Background: an optimization exercise with open tools, aiming at small area, a short achievable clock period and few clock cycles. Do not read the settings as production practice. In this exercise RTL edits were held to simulation tests only and were not proved equivalent to the original. Power figures rest on the tool's default switching activity, not on a simulated workload.

==> 09-08: inputs <==
Design dither_core, start of the top module:
module dither_core (
    input  wire        clk,
    input  wire        rst,             
    input  wire        start,
    input  wire [1:0]  cfg_mode,        
    input  wire        cfg_invert,
    input  wire        cfg_frame,
    input  wire        cfg_pack,        
    input  wire [7:0]  cfg_threshold,
    input  wire [15:0] cfg_width,
    input  wire [15:0] cfg_height,
    output reg         busy,
    output reg         done,
    output reg         error,
    input  wire        in_valid,
    output reg         in_ready,
    input  wire [15:0] in_data,
    output reg         out_valid,
    input  wire        out_ready,
    output reg  [7:0]  out_data,
    output reg         out_last
);
    localparam [15:0] FULL = 16'd65280;
    localparam        RW   = 28;           
    localparam        NV   = 60;           
    reg        idle;         
    reg [1:0]  mode;
    reg        pack;
    reg        invert;
    reg        frame;
    reg [7:0]  thr;
    reg [6:0]  wsrc;         
    reg [2:0]  wsel;         
    reg [15:0] rl;           
    reg  fs;                 
    reg  atk;                
    wire ord = mode == 2'd2;
    wire [5:0] wm1 = {wsel, 3'b111};       
    reg        run;          
    reg        err_st;       
    reg        hdr_act;      
    reg [3:0]  hdr_idx;
    reg        trl_act;      
    reg [2:0]  trl_idx;
    reg        pend_full;    
    reg [7:0]  pend_data;
    reg        pend_last;
    reg [5:0]  x;            
    reg [5:0]  p;            
    reg        row0, row1;   
    reg [2:0]  ym;           
    reg        vq;           
    reg [15:0] dq;
    reg        first;        
    reg        second;       
    reg        al;           
    reg        be;           
    reg        lastcol;      
    reg        penult;       
    reg        real_px;      
    reg        hdr_lag;      
  ...
export LEC_CHECK = 0
export CAP_MARGIN = 20
export CORE_MARGIN = 2
export CORE_UTILIZATION = 50
export CTS_CLUSTER_DIAMETER = 80
export CTS_CLUSTER_SIZE = 25
export PLACE_DENSITY = 0.65
export SLEW_MARGIN = 20
create_clock -name core_clock -period 24.0 [get_ports {clk}]
standard.sh (not shown) runs the stock make flow with config.mk's settings and CLKGATE_MAP_FILE= SYNTH_SCRIPT=/design/flow/synth_recipe.tcl, a recipe that flattens the netlist after the stock synthesis.
==> flow/flow/run.sh <==
#!/bin/bash
# Own layout flow: the standard synthesis and ORFS steps, with the timing
# repair asked to keep a setup margin (the clock and constraints are the standard flow's).
set -euo pipefail
bash standard.sh synth > synth.log 2>&1
bash standard.sh SETUP_SLACK_MARGIN=18.6 "BUFFER_PORTS_ARGS=-buffer_cell sky130_fd_sc_hd__buf_2" finish > layout.log 2>&1
==> 07-18: changes against 09-08 <==
--- a/flow/design.v
+++ b/flow/design.v
@@ -32,14 +32,16 @@
     reg [6:0]  wsrc;         
     reg [2:0]  wsel;         
     reg [15:0] rl;           
     reg  fs;                 
     reg  atk;                
     wire ord = mode == 2'd2;
     wire [5:0] wm1 = {wsel, 3'b111};       
+    wire [1:0] lsel = wsel[2] ? wsel[1:0] : 2'd0;
+    wire [5:0] lm1  = {1'b1, lsel, 3'b111};    
     reg        run;          
     reg        err_st;       
     reg        hdr_act;      
     reg [3:0]  hdr_idx;
     reg        trl_act;      
     reg [2:0]  trl_idx;
     reg        pend_full;    
@@ -58,20 +60,22 @@
     reg        lastcol;      
     reg        penult;       
     reg        real_px;      
     reg        hdr_lag;      
     reg        pe_lag;       
     reg [6:0]  bits;
     wire start_ok = start && idle;
-    wire geom_bad = (cfg_width == 16'd0) || (cfg_width > 16'd64) || (cfg_height == 16'd0);
+    reg        st1;          
+    reg        wbig;         
+    wire geom_bad = wbig || wsrc == 7'd0 || wsrc > 7'd64 || rl == 16'd0;
     wire lastrow = (rl == 16'd1);
     wire padok   = (!be || pe_lag) && !(lastcol && row0 && hdr_lag);
     wire proc    = run && al && (real_px ? vq : padok);
     wire [5:0] x_inc = lastcol ? 6'd0 : x + 6'd1;
-    wire [5:0] p_inc = (p == wm1 || p == 6'd63) ? 6'd0 : p + 6'd1;
+    wire [5:0] p_inc = (p == lm1 || p == 6'd63) ? 6'd0 : p + 6'd1;
     wire [5:0] x1     = proc ? x_inc : x;
     wire       rowst  = proc && lastcol;          
     wire       run1   = run && !(rowst && lastrow);
     wire       row0_1 = rowst ? 1'b0 : row0;
     wire       row1_1 = rowst ? row0 : row1;
     wire [15:0] rl1   = rowst ? rl - 16'd1 : rl;
     wire       lastrow1 = (rl1 == 16'd1);
@@ -83,48 +87,44 @@
     wire pend_full1 = push || (pend_full && !pend_take);
     wire [5:0] p1       = p_inc;
     wire       al1      = (p1 == x1);
     wire       be1      = (x1[2:0] == 3'd7);
     wire       lastcol1 = proc ? penult : lastcol;
     wire       real1    = ({1'b0, x1} < wsrc);
     wire [5:0] x1_inc   = lastcol1 ? 6'd0 : x1 + 6'd1;
-    wire [5:0] p1_inc   = (p1 == wm1) ? 6'd0 : p1 + 6'd1;
+    wire [5:0] p1_inc   = (p1 == lm1) ? 6'd0 : p1 + 6'd1;
     wire       pe_lag1 = !pend_full && !push;
     function ok2;
         input [5:0] xx;
         input       r0;
         ok2 = (xx[2:0] != 3'd7 || pe_lag1) && !(xx == wm1 && r0 && hdr_act);
     endfunction
-    wire       rdyA = run1 && !(lastcol1 && lastrow1) && ({1'b0, x1_inc} < wsrc)
+    wire       rdyA = run1 && !(lastcol1 && lastrow1) && ({1'b0, x1_inc} < wsrc) && (p1_inc == x1_inc)
                       && ok2(x1_inc, row0_1 && !lastcol1);
     wire       rdyB = run1 && (p1_inc == x1) && real1 && ok2(x1, row0_1);
     wire       padproc1 = run1 && al1 && !real1 && (!be1 || pe_lag1)
                           && !(lastcol1 && row0_1 && hdr_act);
     wire       realgo1  = run1 && al1 && real1;
     wire       vq1      = in_valid && in_ready;
     wire       in_ready_nx = (realgo1 ? vq1 : padproc1) ? rdyA : rdyB;
     reg  [RW-1:0] vr [0:NV-1];
     reg  [RW-1:0] e1, e2, e3, e4;
     reg  [RW-1:0] tap;
     always @(*) begin
-        case (wsel)
-            3'd0: tap = vr[3];
-            3'd1: tap = vr[11];
-            3'd2: tap = vr[19];
-            3'd3: tap = vr[27];
-            3'd4: tap = vr[35];
-            3'd5: tap = vr[43];
-            3'd6: tap = vr[51];
+        case (lsel)
+            2'd0: tap = vr[35];
+            2'd1: tap = vr[43];
+            2'd2: tap = vr[51];
             default: tap = vr[59];
         endcase
     end
-    reg  signed [16:0] ea, eb;
+    reg  signed [16:0] ea;
+    reg         [14:0] eb;        
     reg  signed [16:0] cc;        
-    reg         [13:0] lreg;      
-    reg               wb;        
+    reg                wb_last;   
     function signed [13:0] atk_a;
         input signed [16:0] e;
         atk_a = (e >>> 3) + $signed({13'd0, e[16] && e[2:0] != 3'd0});
     endfunction
     function rnd16;
         input signed [16:0] e;
         rnd16 = e[16] && e[3:0] != 4'd0;
@@ -141,55 +141,53 @@
         input [3:0] r;
         l7 = (r >= 4'd14) ? 3'd6 : (r >= 4'd12) ? 3'd5 : (r >= 4'd10) ? 3'd4 : (r >= 4'd7) ? 3'd3 :
              (r >= 4'd5) ? 3'd2 : (r >= 4'd3) ? 3'd1 : 3'd0;
     endfunction
     wire signed [16:0] ew3 = e3[16:0];
     wire signed [16:0] ew2 = e2[16:0];
     wire signed [16:0] ew1 = e1[16:0];
-    wire signed [12:0] zl  = proc ? (ew3 >>> 4) : lreg[13:1];
-    wire               rl_ = proc ? rnd16(ew3) : lreg[0];
+    wire signed [12:0] zl  = ew3 >>> 4;
+    wire               rl_ = rnd16(ew3);
     wire signed [12:0] zm  = ew2 >>> 4;
     wire signed [12:0] zr  = ew1 >>> 4;
     wire               x1_0 = proc ? lastcol : first;     
     wire               m_l  = !row0_1 && !x1_0;
     wire               m_m  = !row0_1;
     wire               m_r  = !row0_1 && !lastcol1;
     wire               m_d  = !row0_1 && !row1_1;
-    wire signed [13:0] a_l  = proc ? e3[13:0] : e3[27:14];    
-    wire signed [16:0] u1 = !m_l ? 17'sd0 : fs ? zl : a_l;
-    wire signed [16:0] u2 = !m_m ? 17'sd0 : fs ? (zm <<< 2) : $signed(e2[13:0]);
-    wire signed [16:0] u3 = !m_m ? 17'sd0 : fs ? zm : (m_r ? $signed(e1[13:0]) : 17'sd0);
-    wire signed [16:0] u4 = fs ? (m_r ? (zr <<< 1) : 17'sd0) : (m_d ? $signed(e2[27:14]) : 17'sd0);
-    wire signed [16:0] u5 = (fs && m_r) ? zr : 17'sd0;
-    wire        [3:0]  ps = !fs ? 4'd0 :
-                        {3'd0, m_l && rl_} + (m_m ? {1'b0, l5(ew2[3:0])} + {3'd0, rnd16(ew2)} : 4'd0)
-                        + (m_r ? {2'b0, l3(ew1[3:0])} + {3'd0, rnd16(ew1)} : 4'd0);
-    wire signed [16:0] c_nx = u1 + u2 + u3 + u4 + u5 + $signed({13'd0, ps});
+    wire signed [13:0] a_l  = e3[13:0];                       
+    wire        [2:0]  l5m  = {1'b0, l5(ew2[3:0])} + {2'd0, rnd16(ew2)};
+    wire        [1:0]  l3r  = m_r ? l3(ew1[3:0]) : 2'd0;
+    wire signed [16:0] zlm  = m_l ? {{4{zl[12]}}, zl} : 17'sd0;
+    wire signed [16:0] zmm  = m_m ? {{4{zm[12]}}, zm} : 17'sd0;
+    wire signed [16:0] zrm  = m_r ? {{4{zr[12]}}, zr} : 17'sd0;
+    wire signed [16:0] u1 = fs ? zlm : (m_l ? $signed(a_l) : 17'sd0);
+    wire signed [16:0] u2 = fs ? $signed({zmm[14:0], l3r}) : (m_m ? $signed(e2[13:0]) : 17'sd0);
+    wire signed [16:0] u3 = fs ? zmm : (m_r ? $signed(e1[13:0]) : 17'sd0);
+    wire signed [16:0] u4 = fs ? $signed({zrm[15:0], m_l && rl_}) : (m_d ? $signed(e2[27:14]) : 17'sd0);
+    wire signed [16:0] u5 = fs ? zrm : 17'sd0;
+    wire        [2:0]  u6 = (fs && m_m) ? l5m : 3'd0;
+    wire               u7 = fs && m_r && rnd16(ew1);
+    wire signed [16:0] c_nx = u1 + u2 + u3 + u4 + u5 + $signed({14'd0, u6}) + $signed({16'd0, u7});
     wire        in_big = (in_data[15:8] == 8'hFF) && (in_data[7:0] != 8'd0);
     wire [15:0] dq_nx  = (!real1 || in_big) ? FULL : in_data;
     wire [15:0] fval   = dq;
     wire signed [12:0] za   = ea >>> 4;
     wire signed [18:0] za19 = {{6{za[12]}}, za};
     wire signed [18:0] ea19 = {{5{ea[16]}}, ea[16:3]};
-    wire signed [18:0] eb19 = {{5{eb[16]}}, eb[16:3]};
-    reg         [2:0]  lr;
-    always @(*) begin
-        case ({ea[16], ea[3:0]})
-            5'h00, 5'h01, 5'h02, 5'h10:        lr = 3'd0;
-            5'h03, 5'h04, 5'h11, 5'h12:        lr = 3'd1;
-            5'h05, 5'h06, 5'h13, 5'h14:        lr = 3'd2;
-            5'h07, 5'h08, 5'h09, 5'h15, 5'h16: lr = 3'd3;
-            5'h0A, 5'h0B, 5'h17, 5'h18, 5'h19: lr = 3'd4;
-            5'h0C, 5'h0D, 5'h1A, 5'h1B:        lr = 3'd5;
-            5'h0E, 5'h0F, 5'h1C, 5'h1D:        lr = 3'd6;
-            default:                           lr = 3'd7;
-        endcase
-    end
+    wire signed [18:0] eb19 = {{5{eb[14]}}, eb[14:1]};
+    wire        [3:0]  ra   = ea[3:0];
+    wire        [2:0]  lr   = !ea[16] ?
+                            ((ra >= 4'd14) ? 3'd6 : (ra >= 4'd12) ? 3'd5 : (ra >= 4'd10) ? 3'd4 :
+                             (ra >= 4'd7)  ? 3'd3 : (ra >= 4'd5)  ? 3'd2 : (ra >= 4'd3)  ? 3'd1 : 3'd0) :
+                            ((ra >= 4'd14) ? 3'd7 : (ra >= 4'd12) ? 3'd6 : (ra >= 4'd10) ? 3'd5 :
+                             (ra >= 4'd7)  ? 3'd4 : (ra >= 4'd5)  ? 3'd3 : (ra >= 4'd3)  ? 3'd2 :
+                             (ra >= 4'd1)  ? 3'd1 : 3'd0);
     wire        c8a = ea[16] && ea[2:0] != 3'd0;
-    wire        c8b = eb[16] && eb[2:0] != 3'd0;
+    wire        c8b = eb[0];
     wire [18:0] op0 = {3'b000, fval};
     wire [18:0] op1 = cc;
     wire [18:0] op2 = first ? 19'd0 : fs ? {za19[15:0], lr} : ea19;
     wire [18:0] op3 = (first || (!fs && second)) ? 19'd0 : fs ? ~za19 : eb19;
     wire        b1  = !first && (fs || c8a);
     wire        b2  = !first && !fs && !second && c8b;
     wire [18:0] s1  = op0 ^ op1 ^ op3;
@@ -240,15 +238,15 @@
             3'd1, 3'd4: trl_byte = 8'h64;
             default:    trl_byte = 8'h02;
         endcase
     end
     wire [2:0] cfg_wsel = cfg_width[5:3] - {2'b0, cfg_width[2:0] == 3'd0};
     integer i;
     always @(posedge clk) begin
-        if (wb)
+        if ((proc && !first) || wb_last)
             vr[0] <= atk ? {e4[13:0], atk_a(ea)} : {{(RW-17){ea[16]}}, ea};
         else
             vr[0] <= e4;
         for (i = 1; i < NV; i = i + 1)
             vr[i] <= vr[i-1];
         e1 <= tap;
         e2 <= e1;
@@ -264,15 +262,16 @@
             invert <= cfg_invert;
             frame  <= cfg_frame;
             thr    <= cfg_threshold;
             wsrc   <= cfg_width[6:0];
             wsel   <= cfg_wsel;
             rl     <= cfg_height;
             x      <= 6'd0;
-            p      <= 6'd63;
+            p      <= 6'd62;
+            wbig   <= cfg_width[15:7] != 9'd0;
             row0   <= 1'b1;
             row1   <= 1'b0;
             ym     <= 3'd0;
             first  <= 1'b1;
             second <= 1'b0;
             al      <= 1'b0;
             be      <= 1'b0;
@@ -293,62 +292,63 @@
             if (rowst)
                 ym <= ym + 3'd1;
             if (proc) begin
                 first  <= lastcol;
                 second <= first;
             end
         end
+        wb_last <= proc && lastcol;
         if (proc) begin
-            lreg <= {ew3[16:4], rnd16(ew3)};
             ea <= e_new;
-            eb <= ea;
+            eb <= {ea[16:3], c8a};
             if (be)
                 pend_data <= {bits, pix_bit};
             else
                 bits <= {bits[5:0], pix_bit};
             if (be)
                 pend_last <= lastcol && lastrow && !frame;
         end
         hdr_lag <= hdr_act;
         pe_lag  <= pe_lag1;
-        wb    <= proc;
     end
     always @(posedge clk) begin
         if (rst) begin
             busy      <= 1'b0;
             idle      <= 1'b1;
             done      <= 1'b0;
             error     <= 1'b0;
             in_ready  <= 1'b0;
             out_valid <= 1'b0;
             out_last  <= 1'b0;
             run       <= 1'b0;
             err_st    <= 1'b0;
+            st1       <= 1'b0;
             hdr_act   <= 1'b0;
             trl_act   <= 1'b0;
             pend_full <= 1'b0;
             vq        <= 1'b0;
         end else begin
             done  <= 1'b0;
             error <= 1'b0;
             vq    <= in_valid && in_ready;
+            st1 <= start_ok;
             if (start_ok) begin
                 busy    <= 1'b1;
                 idle    <= 1'b0;
                 hdr_idx <= 4'd0;
                 trl_idx <= 3'd0;
-                if (geom_bad) begin
-                    err_st   <= 1'b1;
-                    in_ready <= 1'b0;
-                end else begin
-                    run      <= 1'b1;
-                    hdr_act  <= cfg_frame;
-                    in_ready <= 1'b1;
-                end
+                run     <= 1'b1;
+                in_ready <= 1'b0;
+            end else if (st1 && geom_bad) begin
+                run      <= 1'b0;
+                in_ready <= 1'b0;
+                err_st   <= 1'b1;
             end else begin
+                if (st1)
+                    hdr_act <= frame;
                 in_ready <= in_ready_nx;
                 run      <= run1;
                 if (rowst && lastrow)
                     trl_act <= frame;
                 if (err_st) begin
                     err_st <= 1'b0;
                     busy   <= 1'b0;
==> flow/flow/run.sh (replaced) <==
#!/bin/bash
# Own layout flow: the standard synthesis and ORFS steps, with the timing
# repair asked to keep a setup margin (the clock and constraints are the standard flow's).
set -euo pipefail
bash standard.sh synth > synth.log 2>&1
bash standard.sh SETUP_SLACK_MARGIN=18 "BUFFER_PORTS_ARGS=-buffer_cell sky130_fd_sc_hd__buf_2" finish > layout.log 2>&1
==> qor summary <==
item	09-08	07-18
Share of the final layout cell area in multi-input gates	0.219	0.199
Clock distribution power	0.00172 W	0.00171 W
Via count of the first global-routing pass	26,200	24,308
Worst clock skew	0.0400 ns	0.0307 ns
Clk Latency, worst-skew pair	0.71 ns	0.70 ns
Worst hold slack after final layout	0.308 ns	0.307 ns
Post-synthesis instance total	3,848	3,711
Met3 wire length	4.92 mm	4.03 mm
Non-clock buffering overhead in the final layout	0.0229	0.0131
Vias per cell	4.95	4.73
Net count of the finished layout	4,344	4,132
Sequential cell area	40,900 µm²	40,400 µm²
Reg2Reg Setup Slack	17.99 ns	18.17 ns
Synthesized-area fraction occupied by and/or/nand/nor cells	0.0548	0.0523
Placement row count	120	119
Pwr Density	100 nW/µm²	98.8 nW/µm²
Result of the run	timing/DRC/antenna clean	timing/DRC/antenna clean
Highest metal layer used by the detailed router	met4	met5
Routed wirelength normalized by instance count	18.0 µm	16.5 µm
Layout cells sized above 1	0.130	0.0860
Minimum setup slack in the final design	17.96 ns	17.97 ns
Wire length the detailed router placed on met1	47.5 mm	43.5 mm
FF-to-FF Start	lastcol	row0
Testbench counts of 09-08, summed over its fixed seeds: cycles 111,596.
Testbench counts of 07-18, summed over its fixed seeds: cycles 111,708.

-- static timing again, ports no longer ideal --
How much do the figures lean on ideal ports? The routed layouts below were timed once more, with nothing changed but the port constraints.
Step 1 (the two cells are an assumption about what drives the block):
set clk [get_ports {clk}]
set_driving_cell -lib_cell sky130_fd_sc_hd__clkbuf_16 $clk
set_driving_cell -lib_cell sky130_fd_sc_hd__buf_2 [delete_from_list [all_inputs] $clk]
Step 2 moves the port delays by t, midway between the first and last clock arrival at a register: inputs arrive t later, outputs are due t later. That takes back most of the time a late clock gives input paths.
Three values: ideal ports, drivers, drivers and shift; two values: the first two.
run	t, ns	setup slack, ns	hold WS [ns]	worst slew at a driven data input, ns	cell pins on the clock port's net
09-08	0.750	17.956 / 17.895 / 17.389	0.308 / 0.308 / 0.308	0.06	1
07-18	0.750	17.971 / 17.910 / 17.505	0.307 / 0.307 / 0.307	0.04	1
After both steps setup and hold are still met in every run listed. The setup slack of 09-08, which loses most, moves by -0.061 ns with the drivers and by -0.567 ns with both steps.
